Context: an optimization exercise on an open-source flow, tuned for small area, a short achievable clock period and few clock cycles. The choices shown serve that exercise and are no tape-out recipe. Function was checked by simulation only, so behaviour that the tests miss may differ from the original. Power figures rest on the tool's default switching activity, not on a simulated workload.

$ cat config.mk
export PLATFORM = sky130hd
export DESIGN_NAME = frame_engine
export DESIGN_NICKNAME = frame_engine
export VERILOG_FILES = /design/flow/design.v
export SDC_FILE = /design/flow/constraint.sdc
export NUM_CORES = 4
export LEC_CHECK = 0
export CAP_MARGIN = 20
export CORE_MARGIN = 2
export CORE_UTILIZATION = 40
export PLACE_DENSITY = 0.6
export SLEW_MARGIN = 20
$ cat constraint.sdc
create_clock -name core_clock -period 8.0 [get_ports {clk}]
set_input_delay 1.6000 -clock core_clock [delete_from_list [all_inputs] [get_ports {clk}]]
set_output_delay 1.6000 -clock core_clock [all_outputs]
set_load 0.01 [all_outputs]
$ cat design.v
module x25_step (
    input  wire [15:0] acc,
    input  wire [7:0]  b,
    output reg  [15:0] nxt
);
    integer i;
    always @* begin
        nxt = acc ^ {8'h00, b};
        for (i = 0; i < 8; i = i + 1)
            nxt = nxt[0] ? ((nxt >> 1) ^ 16'h8408) : (nxt >> 1);
    end
endmodule
module cc_step (
    input  wire [15:0] acc,
    input  wire [7:0]  b,
    output reg  [15:0] nxt
);
    integer i;
    always @* begin
        nxt = acc ^ {b, 8'h00};
        for (i = 0; i < 8; i = i + 1)
            nxt = nxt[15] ? ((nxt << 1) ^ 16'h1021) : (nxt << 1);
    end
endmodule
module ax25_extractor #(
    parameter BUF_BYTES = 128,
    parameter AW        = 7           
) (
    input  wire          clk,
    input  wire          rst,         
    input  wire          byte_en,     
    input  wire [7:0]    byte_d,
    input  wire          fcs_check,   
    output wire          deliver,
    output wire [AW:0]   deliver_len,
    input  wire [AW-1:0] rd_idx,
    output wire [7:0]    rd_byte,
    output reg           state,       
    output reg  [AW:0]   len,
    output reg  [15:0]   frames,
    output reg  [15:0]   discards
);
    localparam [7:0]  FLAG    = 8'h7E;
    localparam [15:0] RESIDUE = 16'hF0B8;   
    reg [7:0]  buf_mem [0:BUF_BYTES-1];
    reg [15:0] crc;                         
    wire [15:0] crc_nxt;
    x25_step u_step (.acc(crc), .b(byte_d), .nxt(crc_nxt));
    wire is_flag  = (byte_d == FLAG);
    wire closing  = state && is_flag && (len != 0);
    wire too_short = (len < 16);
    wire fcs_bad  = fcs_check && (crc != RESIDUE);
    wire overflow = state && !closing && (len == BUF_BYTES);
    assign deliver     = byte_en && closing && !too_short && !fcs_bad;
    assign deliver_len = len;
    assign rd_byte     = buf_mem[rd_idx];
    always @(posedge clk) begin
        if (rst) begin
            state    <= 1'b0;
            len      <= 0;
            frames   <= 16'd0;
            discards <= 16'd0;
            crc      <= 16'hFFFF;
        end else if (byte_en) begin
            if (!state) begin
                if (is_flag) begin
                    state <= 1'b1;
                    len   <= 0;
                    crc   <= 16'hFFFF;
                end
            end else if (closing) begin
                state <= 1'b0;
                len   <= 0;
                if (too_short || fcs_bad)
                    discards <= discards + 16'd1;
                else
                    frames <= frames + 16'd1;
            end else if (overflow) begin
                state    <= 1'b0;
                len      <= 0;
                discards <= discards + 16'd1;
            end else begin
                len <= len + 1'b1;
                crc <= crc_nxt;
            end
        end
    end
    always @(posedge clk) begin
        if (!rst && byte_en && state && !closing && !overflow)
            buf_mem[len[AW-1:0]] <= byte_d;
    end
endmodule
module m17_extractor (
    input  wire        clk,
    input  wire        rst,           
    input  wire        byte_en,
    input  wire [7:0]  byte_d,
    input  wire        crc_check,     
    output wire        deliver,       
    input  wire [5:0]  rd_idx,
    output wire [7:0]  rd_byte,
    output reg  [1:0]  state,         
    output reg  [5:0]  cnt,
    output reg         prev_valid,
    output reg  [7:0]  prev,
    output reg  [15:0] frames,
    output reg  [15:0] discards
);
    localparam [1:0] HUNT = 2'd0, COLLECT = 2'd1, PEND = 2'd2;
    localparam [7:0] SYNC0 = 8'h5D, SYNC1 = 8'h5F;
    reg [7:0]  buf_mem [0:47];
    reg        last_sync0;            
    reg [15:0] crc;                   
    wire [15:0] crc_nxt, crc_s0, crc_anchor;
    cc_step u_step (.acc(crc), .b(byte_d), .nxt(crc_nxt));
    cc_step u_s0 (.acc(16'hFFFF), .b(SYNC0), .nxt(crc_s0));
    cc_step u_s1 (.acc(crc_s0),   .b(SYNC1), .nxt(crc_anchor));
    wire is_s0 = (byte_d == SYNC0);
    wire is_s1 = (byte_d == SYNC1);
    wire hunt_anchor = (state == HUNT) && prev_valid && (prev == SYNC0) && is_s1;
    wire reanchor    = ((state == COLLECT) && last_sync0 && is_s1) ||
                       ((state == PEND) && is_s1);
    wire store       = (state == COLLECT) && !reanchor;
    wire full_now    = store && (cnt == 6'd47);
    wire fin_collect = full_now && !is_s0;
    wire fin_pend    = (state == PEND) && !is_s1;
    wire finalize    = fin_collect || fin_pend;
    wire [7:0]  b47    = (state == COLLECT) ? byte_d : buf_mem[47];
    wire [15:0] rx_crc = {b47, buf_mem[46]};
    wire crc_bad = crc_check && (crc != rx_crc);
    assign deliver = byte_en && finalize && !crc_bad;
    assign rd_byte = buf_mem[rd_idx];
    always @(posedge clk) begin
        if (rst) begin
            state      <= HUNT;
            cnt        <= 6'd0;
            prev_valid <= 1'b0;
            prev       <= 8'h00;
            frames     <= 16'd0;
            discards   <= 16'd0;
            last_sync0 <= 1'b0;
            crc        <= 16'hFFFF;
        end else if (byte_en) begin
            if (hunt_anchor || reanchor) begin
                if (reanchor)
                    discards <= discards + 16'd1;
                state      <= COLLECT;
                cnt        <= 6'd2;
                prev_valid <= 1'b0;
                last_sync0 <= 1'b0;
                crc        <= crc_anchor;
            end else if (state == HUNT) begin
                prev_valid <= 1'b1;
                prev       <= byte_d;
            end else if (finalize) begin
                if (crc_bad)
                    discards <= discards + 16'd1;
                else
                    frames <= frames + 16'd1;
                state <= HUNT;
                cnt   <= 6'd0;
                if (fin_pend) begin
                    prev_valid <= 1'b1;
                    prev       <= byte_d;
                end else begin
                    prev_valid <= 1'b0;
                end
            end else if (store) begin
                cnt        <= cnt + 6'd1;
                last_sync0 <= is_s0;
                if (cnt < 6'd46)
                    crc <= crc_nxt;
                if (full_now)
                    state <= PEND;      
            end
        end
    end
    always @(posedge clk) begin
        if (!rst && byte_en) begin
            if (hunt_anchor || reanchor) begin
                buf_mem[0] <= SYNC0;
                buf_mem[1] <= SYNC1;
            end else if (store) begin
                buf_mem[cnt] <= byte_d;
            end
        end
    end
endmodule
module det_classifier #(
    parameter DET_MAX = 32
) (
    input  wire        clk,
    input  wire        rst,
    input  wire        clear,
    input  wire        push,
    input  wire [7:0]  push_d,
    output reg  [5:0]  len,
    output wire        full,
    output reg  [2:0]  cls
);
    localparam [2:0] C_UNKNOWN = 3'd0, C_AX25 = 3'd1, C_M17 = 3'd2,
                     C_FX25 = 3'd3, C_IL2P = 3'd4, C_APRS = 3'd5;
    reg [7:0] win [0:DET_MAX-1];
    assign full = (len == DET_MAX);
    always @(posedge clk) begin
        if (rst || clear)
            len <= 6'd0;
        else if (push && !full) begin
            win[len[4:0]] <= push_d;
            len <= len + 6'd1;
        end
    end
    reg     aprs;
    integer i;
    always @* begin
        aprs = 1'b0;
        for (i = 16; i < DET_MAX; i = i + 1)
            if (i < len && win[i] == 8'hF0)
                aprs = 1'b1;
    end
    always @* begin
        if (len >= 1 && win[0] == 8'h7E)
            cls = aprs ? C_APRS : C_AX25;
        else if (len >= 2 && win[0] == 8'h5D && win[1] == 8'h5F)
            cls = C_M17;
        else if (len >= 8 && win[0] == 8'hB7 && win[1] == 8'h4D)
            cls = C_FX25;
        else if (len >= 14 && (win[0] >> 6) <= 3)
            cls = C_IL2P;
        else
            cls = C_UNKNOWN;
    end
endmodule
module frame_engine (
    input  wire        clk,
    input  wire        rst,
    input  wire        cmd_valid,
    output wire        cmd_ready,
    input  wire [15:0] cmd_data,
    output reg         ev_valid,
    output reg  [1:0]  ev_kind,       
    output reg  [15:0] ev_data,
    output reg         ev_last
);
    localparam AX25_BUF_BYTES = 128;
    localparam DET_MAX_LEN    = 32;
    localparam [7:0] OP_NOP = 8'h00, OP_PUSH = 8'h01, OP_AX25_PUSH = 8'h02,
                     OP_M17_PUSH = 8'h03, OP_CHUNK_END = 8'h04,
                     OP_X25_INIT = 8'h10, OP_X25_BYTE = 8'h11,
                     OP_CCITT_INIT = 8'h12, OP_CCITT_BYTE = 8'h13,
                     OP_DET_CLEAR = 8'h20, OP_DET_PUSH = 8'h21,
                     OP_RD = 8'h30, OP_WR_CTRL = 8'h31, OP_RESET = 8'h3F;
    localparam [1:0] EV_AX25 = 2'd1, EV_M17 = 2'd2, EV_RESP = 2'd3;
    localparam [1:0] S_IDLE = 2'd0, S_AX25 = 2'd1, S_M17 = 2'd2;
    reg  [1:0] st;
    assign cmd_ready = (st == S_IDLE);
    wire       accept = cmd_valid && cmd_ready;
    wire [7:0] op  = cmd_data[15:8];
    wire [7:0] arg = cmd_data[7:0];
    reg [1:0] mode;
    reg       fcs_check, crc_check, badcmd;
    reg [15:0] x25_acc, cc_acc;
    wire is_known = (op == OP_NOP) || (op == OP_PUSH) || (op == OP_AX25_PUSH) ||
                    (op == OP_M17_PUSH) || (op == OP_CHUNK_END) ||
                    (op == OP_X25_INIT) || (op == OP_X25_BYTE) ||
                    (op == OP_CCITT_INIT) || (op == OP_CCITT_BYTE) ||
                    (op == OP_DET_CLEAR) || (op == OP_DET_PUSH) ||
                    (op == OP_RD) || (op == OP_WR_CTRL) || (op == OP_RESET);
    wire soft_rst = accept && (op == OP_RESET);
    wire unit_rst = rst || soft_rst;
    wire ax_en  = accept && (((op == OP_PUSH) && (mode == 2'd0 || mode == 2'd2)) ||
                             (op == OP_AX25_PUSH));
    wire m17_en = accept && (((op == OP_PUSH) && (mode == 2'd0 || mode == 2'd1)) ||
                             (op == OP_M17_PUSH));
    wire        ax_deliver;
    wire [7:0]  ax_deliver_len;
    reg  [6:0]  ax_rd_idx;
    wire [7:0]  ax_rd_byte;
    wire        ax_state;
    wire [7:0]  ax_len;
    wire [15:0] ax_frames, ax_discards;
    ax25_extractor #(.BUF_BYTES(AX25_BUF_BYTES), .AW(7)) u_ax25 (
        .clk(clk), .rst(unit_rst), .byte_en(ax_en), .byte_d(arg),
        .fcs_check(fcs_check), .deliver(ax_deliver), .deliver_len(ax_deliver_len),
        .rd_idx(ax_rd_idx), .rd_byte(ax_rd_byte),
        .state(ax_state), .len(ax_len), .frames(ax_frames), .discards(ax_discards)
    );
    wire        m17_deliver;
    reg  [5:0]  m17_rd_idx;
    wire [7:0]  m17_rd_byte;
    wire [1:0]  m17_state;
    wire [5:0]  m17_cnt;
    wire        m17_prev_valid;
    wire [7:0]  m17_prev;
    wire [15:0] m17_frames, m17_discards;
    m17_extractor u_m17 (
        .clk(clk), .rst(unit_rst), .byte_en(m17_en), .byte_d(arg),
        .crc_check(crc_check), .deliver(m17_deliver),
        .rd_idx(m17_rd_idx), .rd_byte(m17_rd_byte),
        .state(m17_state), .cnt(m17_cnt), .prev_valid(m17_prev_valid), .prev(m17_prev),
        .frames(m17_frames), .discards(m17_discards)
    );
    wire [5:0] det_len;
    wire       det_full;
    wire [2:0] det_cls;
    det_classifier #(.DET_MAX(DET_MAX_LEN)) u_det (
        .clk(clk), .rst(unit_rst),
        .clear(accept && (op == OP_DET_CLEAR)),
        .push(accept && (op == OP_DET_PUSH)), .push_d(arg),
        .len(det_len), .full(det_full), .cls(det_cls)
    );
    wire [15:0] x25_nxt, cc_nxt;
    x25_step u_x25 (.acc(x25_acc), .b(arg), .nxt(x25_nxt));
    cc_step  u_cc  (.acc(cc_acc),  .b(arg), .nxt(cc_nxt));
    always @(posedge clk) begin
        if (unit_rst) begin
            mode      <= 2'd0;
            fcs_check <= 1'b0;
            crc_check <= 1'b0;
            badcmd    <= 1'b0;
            x25_acc   <= 16'hFFFF;
            cc_acc    <= 16'hFFFF;
        end else if (accept) begin
            case (op)
                OP_X25_INIT:   x25_acc <= 16'hFFFF;
                OP_X25_BYTE:   x25_acc <= x25_nxt;
                OP_CCITT_INIT: cc_acc  <= 16'hFFFF;
                OP_CCITT_BYTE: cc_acc  <= cc_nxt;
                OP_WR_CTRL: begin
                    mode      <= (arg[1:0] == 2'd3) ? 2'd0 : arg[1:0];
                    fcs_check <= arg[2];
                    crc_check <= arg[3];
                end
                default: ;
            endcase
            if (!is_known)
                badcmd <= 1'b1;
        end
    end
    reg [15:0] rd_val;
    always @* begin
        case (arg)
            8'h00: rd_val = {12'd0, crc_check, fcs_check, mode};
            8'h01: rd_val = {11'd0, det_full, badcmd, m17_state, ax_state};
            8'h02: rd_val = {8'd0, ax_len};
            8'h03: rd_val = ax_frames;
            8'h04: rd_val = ax_discards;
            8'h05: rd_val = {10'd0, m17_cnt};
            8'h06: rd_val = m17_frames;
            8'h07: rd_val = m17_discards;
            8'h08: rd_val = m17_prev_valid ? {7'd0, 1'b1, m17_prev} : 16'h0000;
            8'h09: rd_val = x25_acc;
            8'h0A: rd_val = x25_acc ^ 16'hFFFF;
            8'h0B: rd_val = cc_acc;
            8'h0C: rd_val = {10'd0, det_len};
            8'h0D: rd_val = {13'd0, det_cls};
            8'h0E: rd_val = AX25_BUF_BYTES;
            8'h0F: rd_val = DET_MAX_LEN;
            8'h10: rd_val = 16'h0000;           
            default: rd_val = 16'h0000;
        endcase
    end
    reg [7:0] ax_out_len;
    reg       m17_queued;    
    always @(posedge clk) begin
        if (rst) begin
            st         <= S_IDLE;
            ev_valid   <= 1'b0;
            ev_kind    <= 2'd0;
            ev_data    <= 16'd0;
            ev_last    <= 1'b0;
            ax_rd_idx  <= 7'd0;
            m17_rd_idx <= 6'd0;
            ax_out_len <= 8'd0;
            m17_queued <= 1'b0;
        end else begin
            ev_valid <= 1'b0;
            ev_last  <= 1'b0;
            case (st)
                S_IDLE: begin
                    if (accept && op == OP_RD) begin
                        ev_valid <= 1'b1;
                        ev_kind  <= EV_RESP;
                        ev_data  <= rd_val;
                        ev_last  <= 1'b1;
                    end
                    if (ax_deliver) begin
                        st         <= S_AX25;
                        ax_rd_idx  <= 7'd0;
                        ax_out_len <= ax_deliver_len;
                        m17_queued <= m17_deliver;
                        m17_rd_idx <= 6'd0;
                    end else if (m17_deliver) begin
                        st         <= S_M17;
                        m17_rd_idx <= 6'd0;
                    end
                end
                S_AX25: begin
                    ev_valid  <= 1'b1;
                    ev_kind   <= EV_AX25;
                    ev_data   <= {8'd0, ax_rd_byte};
                    ax_rd_idx <= ax_rd_idx + 7'd1;
                    if ({1'b0, ax_rd_idx} == ax_out_len - 8'd1) begin
                        ev_last <= 1'b1;
                        st      <= m17_queued ? S_M17 : S_IDLE;
                    end
                end
                S_M17: begin
                    ev_valid   <= 1'b1;
                    ev_kind    <= EV_M17;
                    ev_data    <= {8'd0, m17_rd_byte};
                    m17_rd_idx <= m17_rd_idx + 6'd1;
                    if (m17_rd_idx == 6'd47) begin
                        ev_last <= 1'b1;
                        st      <= S_IDLE;
                    end
                end
                default: st <= S_IDLE;
            endcase
        end
    end
endmodule
$ cat run.sh
#!/bin/bash
# synth_recipe.tcl (not shown) runs the flow's synth.tcl, then flattens the netlist and writes it again
# the make line also repeats each setting of config.mk as NAME=value (left out here)
make -C /OpenROAD-flow-scripts/flow DESIGN_CONFIG=/design/flow/config.mk WORK_HOME=/design/flow/orfs CLKGATE_MAP_FILE= SYNTH_SCRIPT=/design/flow/synth_recipe.tcl finish
==> flow_metrics.py <==
metrics = {
    "routing": {
        "vias": 40200,
        "viasPerCell": 5.87,
        "ant_nets": 0,
        "wl_per_cell_um": 28.2,
        "dr.pass1.iters": 8,
        "drc": 0,
        "drtIter0Drc": 4585,
        "drt_wl_total_mm": 193,
    },
    "die": {
        "start_util_pct": 40.2,
        "io_pins": 40,
        "dieArea_um2": 184000,
        "core_um2": 180000,
        "die_w_um": 429,
        "row_count": 156,
        "die_h_um": 429,
    },
    "clock_tree": {
        "cts_tree": "yes",
        "cts_made_buffers": 179,
        "post_cts_buffers": 0,
        "clock_sinks": 1775,
        "cts_root_buffer": "clkbuf_16",
        "clockBufferDepth": 3,
        "hold_buffers": 0,
        "cts.reportedPaths.clkPinSlew_ns": 0.06,
        "h-tree-depth": 4,
        "insertion_delay_ns": 0.82,
        "cts_resized": 0,
    },
    "yosys": {
        "ys_ff_latch": 1775,
        "yosys.cell_types.count": 102,
        "synth_top_area_cell": "edfxtp_1",
        "synth_ff_type": "edfxtp_1",
        "seq_area_frac_synth_pct": 70.6,
        "synth_top_area_share_pct": 64.4,
        "synth_area_leaders": "edfxtp_1, mux4_2, dfxtp_1, nor2_1, mux2i_1",
        "syn-instance-count": 4262,
        "syn_nets": 4301,
        "synth_area_um2": 72300,
        "synth_edf_count": 1552,
        "yosysWarnings": 6,
        "ys_async_sr_fraction_pct": 0,
        "syn_area_per_cell_um2": 17.0,
    },
    "global_routing": {
        "grt_max_degree": 137,
        "antenna_found_initial": 9,
        "grt-ovfl-total": 0,
        "gr-usage-all-layers_pct": 20.7,
        "grt_pass1_vias": 39000,
        "grt_pass1_wl_mm": 281,
    },
    "power": {
        "p_sw_uw": 3850,
        "seq_power_share_pct": 53.0,
        "ir_drop_uv": 197,
        "p_clk_share_pct": 45.3,
        "p_int_uw": 15100,
        "cellPowerDensity_nw_per_um2": 233,
        "power_leakage_uw": 0.0248,
        "comb_power_share_pct": 1.7,
        "sw_frac_of_total_pct": 20.3,
    },
    "worst_setup_path": {
        "cpMostUsedCell": "nor2_1",
        "crit_family": "simple AND/OR/NAND/NOR gates",
        "critical_path_required_ns": 8.44,
        "path_max_fanout": 42,
        "crit_chain": "clkdlybuf4s50_1 > buf_4 > nor3b_1 > o2111ai_1 > or4_4 > nor2_1 > nand3_1 > nor2_1",
        "critPathSlowestCell": "nor2_1",
        "crit_buf_inv": 2,
        "arrival_ns": 6.08,
        "cp_slowest_stage_delay_ns": 0.93,
        "crit_path_end_kind": "flip-flop",
        "startpoint_type": "input port",
        "critPathKind": "input port to flip-flop",
    },
    "sta": {
        "setup_tns_ns": 0,
        "min_period_ns": 5.64,
        "rsz0062_at_grt": "no",
        "hold_viol_final": 0,
        "worst_slew_pin_slew_ns": 1.19,
        "layout_setup_ws_ns": 2.36,
        "maxSlewViolCount": 0,
        "setup_viol": 0,
        "skew_ns": 0.0385,
        "fmax_mhz": 177,
        "max-slew-margin-rel_pct": 20.2,
        "fin_crit_sh_pct": 70.5,
    },
    "job": {
        "drv_cap": 0,
    },
    "worst_hold_path": {
        "hold_class": "flip-flop to flip-flop",
    },
    "finish": {
        "syn2layout_area_growth_pct": 12.5,
        "fill_cells": 15400,
        "fin_nets": 4357,
        "final_area_um2": 81400,
        "drive_gt1_share_pct": 18.2,
    },
    "placed_design": {
        "post-place-ws_ns": 1.59,
        "place.gp.congestion": 0.865,
        "dpl_cell_area_um2": 75300,
        "dpl.hpwl_mm": 120,
        "port_buffers": 39,
    },
    "outcome": {
        "outcome": "timing/DRC/antenna clean",
    },
}
metrics by stage:
step	power, uW	utilization, %	hold slack (ns)	std cells
after floorplan	10400	-	0.437	4262
after CTS	19100	45.1	0.462	6839
final	19000	45.2	0.462	6846
after global routing	19500	45.2	0.494	6843
after global placement	10600	41.8	0.447	6506
after detailed placement	10600	41.8	0.454	6506
cell usage after synthesis, types with 11 or more instances:
cell type	number
nor2b_1	28
o21ai_0	114
o22ai_1	18
o31ai_1	11
xor2_1	59
nor2_1	381
or4_1	25
nand3b_1	18
nand2_1	204
inv_1	34
nor3_1	35
buf_1	28
o221ai_1	19
nor4_1	18
buf_6	17
clkbuf_1	119
or3_1	29
and2_1	19
a211oi_1	20
mux4_2	374
buf_2	57
nand4_1	58
buf_4	13
mux2i_1	112
nand2b_1	25
a31oi_1	16
a22o_1	11
ha_1	20
edfxtp_1	1552
xnor2_1	109
nand3_1	97
a22oi_1	43
a21oi_1	82
dfxtp_1	223
and3_1	42
mux2_2	23
a221oi_1	14
worst reg2reg max path: stages (launching register included):
cell,delay [ns]
dfxtp_1,0.37
inv_1,0.12
ha_1,0.45
and3b_1,0.38
o2111ai_1,0.39
or4_4,0.68
nor2_1,0.94
nand3_1,0.56
nor2_1,0.72
sequential cells by signal, summed over array words and instances, names as in the netlist, 6 cells and up, named ones only:
| name | flops |
|---|---|
| u_ax25.buf_mem | 1024 |
| u_m17.buf_mem | 384 |
| u_det.win | 144 |
| cc_acc | 16 |
| ev_data | 16 |
| u_ax25.crc | 16 |
| u_ax25.discards | 16 |
| u_ax25.frames | 16 |
| u_m17.crc | 16 |
| u_m17.discards | 16 |
| u_m17.frames | 16 |
| x25_acc | 16 |
| ax_out_len | 8 |
| u_ax25.len | 8 |
| u_m17.prev | 8 |
| ax_rd_idx | 7 |
| m17_rd_idx | 6 |
| u_det.len | 6 |
| u_m17.cnt | 6 |
power by group through the flow:
stage | Combinational, uW | Sequential (uW) | Clock (uW)
2_1_floorplan | 97.4 | 10300 | 0
3_3_place_gp | 320 | 10300 | 0
3_5_place_dp | 322 | 10300 | 0
4_1_cts | 322 | 10100 | 8730
5_1_grt | 342 | 10000 | 9100
6_report | 319 | 10100 | 8600
cells in the final DEF (no fill, tap or decap), types with 20 or more instances in the layout:
cell type,n
clkbuf_1,34
clkbuf_16,181
o21ai_0,112
or3_1,25
nor2_1,381
mux4_2,374
clkinv_2,35
a21oi_1,82
or4_1,25
clkinv_1,29
dfxtp_1,215
edfxtp_1,1552
nand2_1,204
and3_1,42
mux2i_1,112
nand3_1,97
ha_1,20
xor2_1,59
inv_1,34
clkdlybuf4s50_1,31
nor2b_1,28
mux2_2,23
buf_4,62
nor3_1,33
a211oi_1,20
bufinv_16,24
xnor2_1,109
a22oi_1,43
nand4_1,58
nand2b_1,25
layer usage:
| metal | share of wire [%] | up-vias | global-route usage, % | wire length, um |
|---|---|---|---|---|
| met4 | 2.9 | 4 | 6.67 | 5660 |
| met2 | 47 | 1710 | 32.0 | 90000 |
| met5 | 0.013 | - | 0 | 26 |
| li1 | - | 17100 | - | - |
| met1 | 43 | 21000 | 30.0 | 83200 |
| met3 | 7.4 | 282 | 3.54 | 14300 |
cell families after synthesis:
kind of cell	synth area share, %
flip-flops	70.6
AND/OR/NAND/NOR	7.21
multiplexers	13.6
AO/OA/AOI/OAI	4.43
buffers and inverters	1.81
XOR/XNOR	2.06
adder cells (fa/ha/maj)	0.346
layout make-up:
type	instances	area [um^2]	share of cell area, %
Antenna cell	6	15.0	0.0184
Clock buffer	221	4740	5.82
Sequential cell	1775	51100	62.8
Inverter	37	139	0.171
Multi-Input combinational cell	2213	20000	24.6
Clock inverter	112	1320	1.62
Timing Repair Buffer	112	1100	1.35
Tap cell	2370	2970	3.64
path summary, 6_finish.rpt:
check | slack, ns | start | to | depth (start not counted)
hold reg to reg | 0.46 | ev_data[14]$_SDFFE_PP0P_ | ev_data[14]$_SDFFE_PP0P_ | 2
setup reg to reg | 3.03 | st[1]$_SDFFE_PP0P_ | u_ax25.buf_mem[120][1]$_DFFE_PP_ | 8
setup / recovery | 2.36 | cmd_data[8] | u_ax25.buf_mem[120][1]$_DFFE_PP_ | 8
hold / removal | 0.46 | ev_data[14]$_SDFFE_PP0P_ | ev_data[14]$_SDFFE_PP0P_ | 2
Testbench counts, summed over its fixed seeds: cycles 83,669.

## afterwards: timing with drivers on the ports
The flow's constraints put no driver on any port. The routed layout listed below was extracted and timed again, unchanged, in two steps. Step 1 (the two cells are an assumption about what drives the block):
set clk [get_ports {clk}]
set_driving_cell -lib_cell sky130_fd_sc_hd__clkbuf_16 $clk
set_driving_cell -lib_cell sky130_fd_sc_hd__buf_2 [delete_from_list [all_inputs] $clk]
Step 2 adds t to the input delays and takes it off the output delays; t is the mean of the earliest and latest rising clock arrival at the registers after step 1. Input paths then give back, and output paths get back, about the clock's delay inside the block. Slacks: ideal / step 1 / step 2; pairs: ideal / step 1.
t, ns: 0.895
setup slack, ns: 2.362 / 2.411 / 1.516
cell pins on the clock port's net: 1
After both steps this run still meets setup and hold. The setup slack of this run moves by +0.049 ns with the drivers and by -0.846 ns with both steps.
